Background: an optimization exercise with open tools, aiming at small area, a short achievable clock period and few clock cycles. Do not read the settings as production practice.
RTL that was checked went through simulation tests only; none was proved equivalent to the original.
Power and IR drop assume default switching activity.

Setup of yarrow:
Design tpx3_codec, start of the top module:
module tpx3_codec (
    input  wire        clk,
    input  wire        rst,
    input  wire        in_valid,
    output wire        in_ready,
    input  wire [7:0]  in_op,
    input  wire [47:0] in_a,
    input  wire [31:0] in_b,
    input  wire [31:0] in_c,
    input  wire [31:0] in_d,
    output wire        out_valid,
    input  wire        out_ready,
    output wire [47:0] out_res,
    output wire        out_err,
    output wire        out_amb
);
Size in the first run: ~1700 cells after synthesis.
clock: 8.0 ns
lec_check: 0
cap_margin: 20
core_margin: 2
core_utilization: 40
cts_buf_list: sky130_fd_sc_hd__clkbuf_4 sky130_fd_sc_hd__clkbuf_8
place_density: 0.6
setup_slack_margin: 4.1
slew_margin: 20
standard.sh (not shown) runs the stock make flow with config.mk's settings and CLKGATE_MAP_FILE= SYNTH_SCRIPT=/design/flow/synth_recipe.tcl, a recipe that flattens the netlist after the stock synthesis.
==> flow/flow/run.sh <==
#!/bin/bash
# The standard layout (standard.sh), except that the port buffers are
# buf_2 cells and timing repair may resize any cell to any size, not only to
# cells of the same footprint.  make's full output goes to make.log.
set -euo pipefail
bash standard.sh MATCH_CELL_FOOTPRINT=0 \
    "BUFFER_PORTS_ARGS=-buffer_cell sky130_fd_sc_hd__buf_2" finish > make.log 2>&1
yarrow: done, clean on timing, DRC and antenna
Testbench counts of yarrow, summed over its fixed seeds: cycles 1,624.
Edits applied to the flow inputs when going from yarrow to indigo:
# yarrow
export LEC_CHECK = 0
export CAP_MARGIN = 20
export CORE_MARGIN = 2
export CORE_UTILIZATION = 40
export CTS_BUF_LIST = sky130_fd_sc_hd__clkbuf_4 sky130_fd_sc_hd__clkbuf_8
export PLACE_DENSITY = 0.6
export SETUP_SLACK_MARGIN = 4.1
export SLEW_MARGIN = 20
create_clock -name core_clock -period 8.0 [get_ports {clk}]
# indigo
export LEC_CHECK = 0
export CAP_MARGIN = 20
export CORE_MARGIN = 2
export CORE_UTILIZATION = 40
export CTS_BUF_LIST = sky130_fd_sc_hd__clkbuf_4 sky130_fd_sc_hd__clkbuf_8
export PLACE_DENSITY = 0.6
export SETUP_SLACK_MARGIN = 4.2
export SLEW_MARGIN = 20
create_clock -name core_clock -period 8.0 [get_ports {clk}]
==> results.txt <==
Per the comparison of indigo with yarrow, routed length on met1 went down 0.59%; register-to-register slack saw an increase. Changes observed in indigo relative to yarrow: power grew by 3.4%; worst setup slack went up 0.13 ns; post-layout instance area moved up; count of vias placed by the detailed router moved up. Higher routed wire length was reported by indigo, not yarrow.
For lagoon, these inputs were changed with respect to indigo:
# indigo
export LEC_CHECK = 0
export CAP_MARGIN = 20
export CORE_MARGIN = 2
export CORE_UTILIZATION = 40
export CTS_BUF_LIST = sky130_fd_sc_hd__clkbuf_4 sky130_fd_sc_hd__clkbuf_8
export PLACE_DENSITY = 0.6
export SETUP_SLACK_MARGIN = 4.2
export SLEW_MARGIN = 20
create_clock -name core_clock -period 8.0 [get_ports {clk}]
# lagoon
export LEC_CHECK = 0
export CAP_MARGIN = 20
export CORE_MARGIN = 2
export CORE_UTILIZATION = 40
export CTS_BUF_LIST = sky130_fd_sc_hd__clkbuf_4 sky130_fd_sc_hd__clkbuf_8
export PLACE_DENSITY = 0.6
export SETUP_SLACK_MARGIN = 4.6
export SLEW_MARGIN = 20
create_clock -name core_clock -period 8.0 [get_ports {clk}]
==> results.txt <==
- In summary, lagoon completed successfully, with a layout that passed the timing, DRC and antenna checks.
- Setup slack in lagoon is larger than in indigo.
- The multi-input logic cell count number comes out lower for indigo vs lagoon.
- Looking at lagoon and indigo, the clock network area share is a wash.
- Looking at non-clock buffer count, lagoon sits about 44% above indigo.
- Utilization: lagoon > indigo
- Taking indigo as the reference, in lagoon overall power of the completed layout now sits higher; clock network fraction of design power now sits lower; share of cell area taken by flip-flops and latches now sits lower.
What harbor does differently from lagoon at the input level:
# lagoon
export LEC_CHECK = 0
export CAP_MARGIN = 20
export CORE_MARGIN = 2
export CORE_UTILIZATION = 40
export CTS_BUF_LIST = sky130_fd_sc_hd__clkbuf_4 sky130_fd_sc_hd__clkbuf_8
export PLACE_DENSITY = 0.6
export SETUP_SLACK_MARGIN = 4.6
export SLEW_MARGIN = 20
create_clock -name core_clock -period 8.0 [get_ports {clk}]
# harbor
export LEC_CHECK = 0
export CAP_MARGIN = 20
export CORE_MARGIN = 2
export CORE_UTILIZATION = 45
export CTS_BUF_LIST = sky130_fd_sc_hd__clkbuf_4 sky130_fd_sc_hd__clkbuf_8
export PLACE_DENSITY = 0.65
export SETUP_SLACK_MARGIN = 4.3
export SLEW_MARGIN = 20
create_clock -name core_clock -period 8.0 [get_ports {clk}]
Findings:
harbor finished end to end and its layout was clean on timing, DRC and antenna.
Average vias per placed instance: harbor and lagoon compared, lower one is lagoon
Per the comparison of harbor with lagoon, total power dropped 930 µW; total non-filler cell area in the finished layout dropped about 10%; multi-input combinational area share climbed 1.5 points; worst setup slack dropped 0.069 ns; maximum number of pins on one net before global-route repair dropped 5.
Achievable frequency: harbor vs lagoon down 1.9%

========
tpx3_codec, a different RTL version from the one above (not shown whole).
For scale: ~1600 cells after synthesis, about 240 flip-flops, about 210 I/O pins.
export LEC_CHECK = 0
export CAP_MARGIN = 20
export CORE_MARGIN = 2
export CORE_UTILIZATION = 40
export PLACE_DENSITY = 0.6
export SETUP_SLACK_MARGIN = 4
export SLEW_MARGIN = 20
create_clock -name core_clock -period 8.0 [get_ports {clk}]
run.sh (not shown) runs the stock make flow with config.mk's settings and CLKGATE_MAP_FILE= SYNTH_SCRIPT=/design/flow/synth_recipe.tcl, a recipe that flattens the netlist after the stock synthesis.
Stock flow here: none of the scripts above is used.
Edit:
SETUP_SLACK_MARGIN = 5   (was 4)
After rerunning: Total power increases by about a fifth. Die area stays the same. Global-route usage increases by 1.8 points. Cell area rose by about a fifth. Via count came out higher by roughly a tenth. Worst setup slack is better by 0.30 ns. Maximum frequency is higher by a little under a tenth.
Edit:
==> flow/flow/run.sh (new file) <==
#!/bin/bash
# The standard layout (standard.sh), except that the port buffers are
# buf_2 cells and timing repair may resize any cell to any size, not only to
# cells of the same footprint.  make's full output goes to make.log.
set -euo pipefail
bash standard.sh MATCH_CELL_FOOTPRINT=0 \
    "BUFFER_PORTS_ARGS=-buffer_cell sky130_fd_sc_hd__buf_2" finish > make.log 2>&1
==> flow/standard.sh (new file) <==
#!/bin/bash
# synth_recipe.tcl (not shown) runs the flow's synth.tcl, then flattens the netlist and writes it again
# the make line also repeats each setting of config.mk as NAME=value (left out here)
make -C /OpenROAD-flow-scripts/flow DESIGN_CONFIG=/design/flow/config.mk WORK_HOME=/design/flow/orfs CLKGATE_MAP_FILE= SYNTH_SCRIPT=/design/flow/synth_recipe.tcl "${@:-finish}"
removed: flow/run.sh
Effect: Combinational power drops by about 1%. Final cell count drops by about 1.2%. Maximum frequency stays flat. Power barely changes. Global-route usage drops by 0.47 points.
No functional check of the RTL was part of any run of this note.

========
== juniper ==
RTL: one of the versions met above, not the one the previous note started from.
For scale: ~1,700 cells after synthesis, about 160 flip-flops, roughly 210 I/O pins.
export LEC_CHECK = 0
export CAP_MARGIN = 20
export CORE_MARGIN = 2
export CORE_UTILIZATION = 40
export CTS_BUF_LIST = sky130_fd_sc_hd__clkbuf_4 sky130_fd_sc_hd__clkbuf_8
export PLACE_DENSITY = 0.6
export SETUP_SLACK_MARGIN = 4.45
export SLEW_MARGIN = 20
create_clock -name core_clock -period 8.0 [get_ports {clk}]
standard.sh (not shown) runs the stock make flow with config.mk's settings and CLKGATE_MAP_FILE= SYNTH_SCRIPT=/design/flow/synth_recipe.tcl, a recipe that flattens the netlist after the stock synthesis.
==> flow/flow/run.sh <==
#!/bin/bash
# The standard layout (standard.sh), except that the port buffers are
# buf_2 cells and timing repair may resize any cell to any size, not only to
# cells of the same footprint.  make's full output goes to make.log.
set -euo pipefail
bash standard.sh MATCH_CELL_FOOTPRINT=0 \
    "BUFFER_PORTS_ARGS=-buffer_cell sky130_fd_sc_hd__buf_2" finish > make.log 2>&1
Testbench counts of juniper, summed over its fixed seeds: cycles 1,624.
Edits applied to the flow inputs when going from juniper to nickel:
# juniper
export LEC_CHECK = 0
export CAP_MARGIN = 20
export CORE_MARGIN = 2
export CORE_UTILIZATION = 40
export CTS_BUF_LIST = sky130_fd_sc_hd__clkbuf_4 sky130_fd_sc_hd__clkbuf_8
export PLACE_DENSITY = 0.6
export SETUP_SLACK_MARGIN = 4.45
export SLEW_MARGIN = 20
create_clock -name core_clock -period 8.0 [get_ports {clk}]
# nickel
export LEC_CHECK = 0
export CAP_MARGIN = 20
export CORE_MARGIN = 2
export CORE_UTILIZATION = 40
export CTS_BUF_LIST = sky130_fd_sc_hd__clkbuf_4 sky130_fd_sc_hd__clkbuf_8
export PLACE_DENSITY = 0.6
export SETUP_SLACK_MARGIN = 4.3
export SLEW_MARGIN = 20
create_clock -name core_clock -period 8.0 [get_ports {clk}]
- Delta (nickel minus juniper): wire length decreased by about 5% relative to the old numbers; cell internal power dissipation went down about 10%.
- Worst slew margin relative to its limit for nickel: 10 points down relative to juniper
- juniper -> nickel: number of buffers outside the clock class in the layout decreased by more than 10%

========
tpx3_codec, a different RTL version from the one above (not shown whole).
Size in the first run: about 1700 cells after synthesis, ~220 flip-flops, roughly 210 I/O pins, about 16000 um2 of cells after synthesis.
export LEC_CHECK = 0
export CAP_MARGIN = 20
export CORE_MARGIN = 2
export CORE_UTILIZATION = 40
export PLACE_DENSITY = 0.6
export SETUP_SLACK_MARGIN = 5
export SLEW_MARGIN = 20
create_clock -name core_clock -period 8.0 [get_ports {clk}]
Scripts as last shown in full above: flow/flow/run.sh
The first run completed without violations.
Testbench counts at the start, summed over its fixed seeds: cycles 1,632.
==> next run, changes <==
Settings changed: CTS_BUF_LIST from default to sky130_fd_sc_hd__clkbuf_4 sky130_fd_sc_hd__clkbuf_8, SETUP_SLACK_MARGIN 5 to 4.5.
=> Wire length came out lower by 7.8%. Combinational power came out lower by 22%. Setup slack is about the same.

========
## build 42
Starting RTL as in the previous note.
export LEC_CHECK = 0
export CAP_MARGIN = 20
export CORE_MARGIN = 2
export CORE_UTILIZATION = 40
export PLACE_DENSITY = 0.6
export SETUP_SLACK_MARGIN = 4
export SLEW_MARGIN = 20
create_clock -name core_clock -period 8.0 [get_ports {clk}]
Scripts as last shown in full above: flow/flow/run.sh
Build 42 did not stop at any stage, and its layout met the timing, DRC and antenna checks.
Testbench counts of build 42, summed over its fixed seeds: cycles 1,632.
The inputs of trial 41 differ from those of build 42 as listed below.
# build 42
export LEC_CHECK = 0
export CAP_MARGIN = 20
export CORE_MARGIN = 2
export CORE_UTILIZATION = 40
export PLACE_DENSITY = 0.6
export SETUP_SLACK_MARGIN = 4
export SLEW_MARGIN = 20
create_clock -name core_clock -period 8.0 [get_ports {clk}]
# trial 41
export LEC_CHECK = 0
export CAP_MARGIN = 20
export CORE_MARGIN = 2
export CORE_UTILIZATION = 40
export PLACE_DENSITY = 0.6
export SETUP_SLACK_MARGIN = 4.5
export SLEW_MARGIN = 20
create_clock -name core_clock -period 8.0 [get_ports {clk}]
==> results.txt <==
No stage failed in trial 41, and the final checks on the layout all came back clean.
Trial 41 against build 42; combinational power is up by more than 10%.
Compared with build 42, trial 41 degrades total power of the final layout.
On trial 41: layout overhead on the synthesized area is 8.3 points higher than what build 42 gave.
Cmp trial 41 vs build 42: fraction of layout cells with a size suffix above 1 higher in trial 41
Relative to build 42, delay of the slowest cell on the worst path decreased by 0.25 ns in trial 41.
Row worst setup slack: trial 41 higher / build 42 lower
Trial 41 vs build 42: largest fanout on the critical path down in trial 41

[separate check: timing with driven ports]
The results above use ideal ports. As a check the final layouts listed here were re-extracted and re-timed, cells and wires unchanged. Step 1 assumes that a clkbuf_16 drives the clock port and a buf_2 every other input. Step 2 adds t to the input delays and takes it off the output delays; t is the mean of the earliest and latest rising clock arrival at the registers after step 1. Input paths then give back, and output paths get back, about the clock's delay inside the block. Three values: no drivers, after step 1, after step 2; two values: the first two.
| run | t (ns) | slack for setup (ns) | worst setup path at the end | clock arrival spread, ns |
|---|---|---|---|---|
| yarrow | 0.514 | 4.164 / 4.162 / 3.677 | input to register | 0.028 / 0.027 |
| indigo | 0.498 | 4.289 / 4.308 / 3.810 | input to register | 0.021 / 0.021 |
| lagoon | 0.492 | 4.361 / 4.324 / 4.089 | input to register | 0.019 / 0.019 |
| harbor | 0.506 | 4.292 / 4.292 / 3.837 | input to register | 0.016 / 0.015 |
| the first run of note 2 | 0.581 | 4.039 / 4.037 / 3.480 | input to register | 0.028 / 0.028 |
| the second run of note 2 | 0.574 | 4.340 / 4.308 / 4.256 | input to register | 0.024 / 0.025 |
| the third run of note 2 | 0.584 | 4.330 / 4.296 / 4.250 | input to register | 0.025 / 0.026 |
| juniper | 0.504 | 4.376 / 4.345 / 3.996 | input to register | 0.024 / 0.023 |
| nickel | 0.514 | 4.326 / 4.315 / 3.800 | input to register | 0.033 / 0.033 |
| the first run of note 4 | 0.580 | 4.415 / 4.361 / 4.101 | input to register | 0.018 / 0.018 |
| the second run of note 4 | 0.585 | 4.417 / 4.378 / 3.957 | input to register | 0.042 / 0.042 |
| build 42 | 0.577 | 4.083 / 4.060 / 3.845 | input to register | 0.031 / 0.031 |
| trial 41 | 0.589 | 4.417 / 4.378 / 3.959 | input to register | 0.024 / 0.024 |
After both steps setup and hold are still met in every run listed. For the first run of note 2, which loses most, drivers alone change the setup slack by -0.002 ns; drivers and shift together by -0.559 ns.
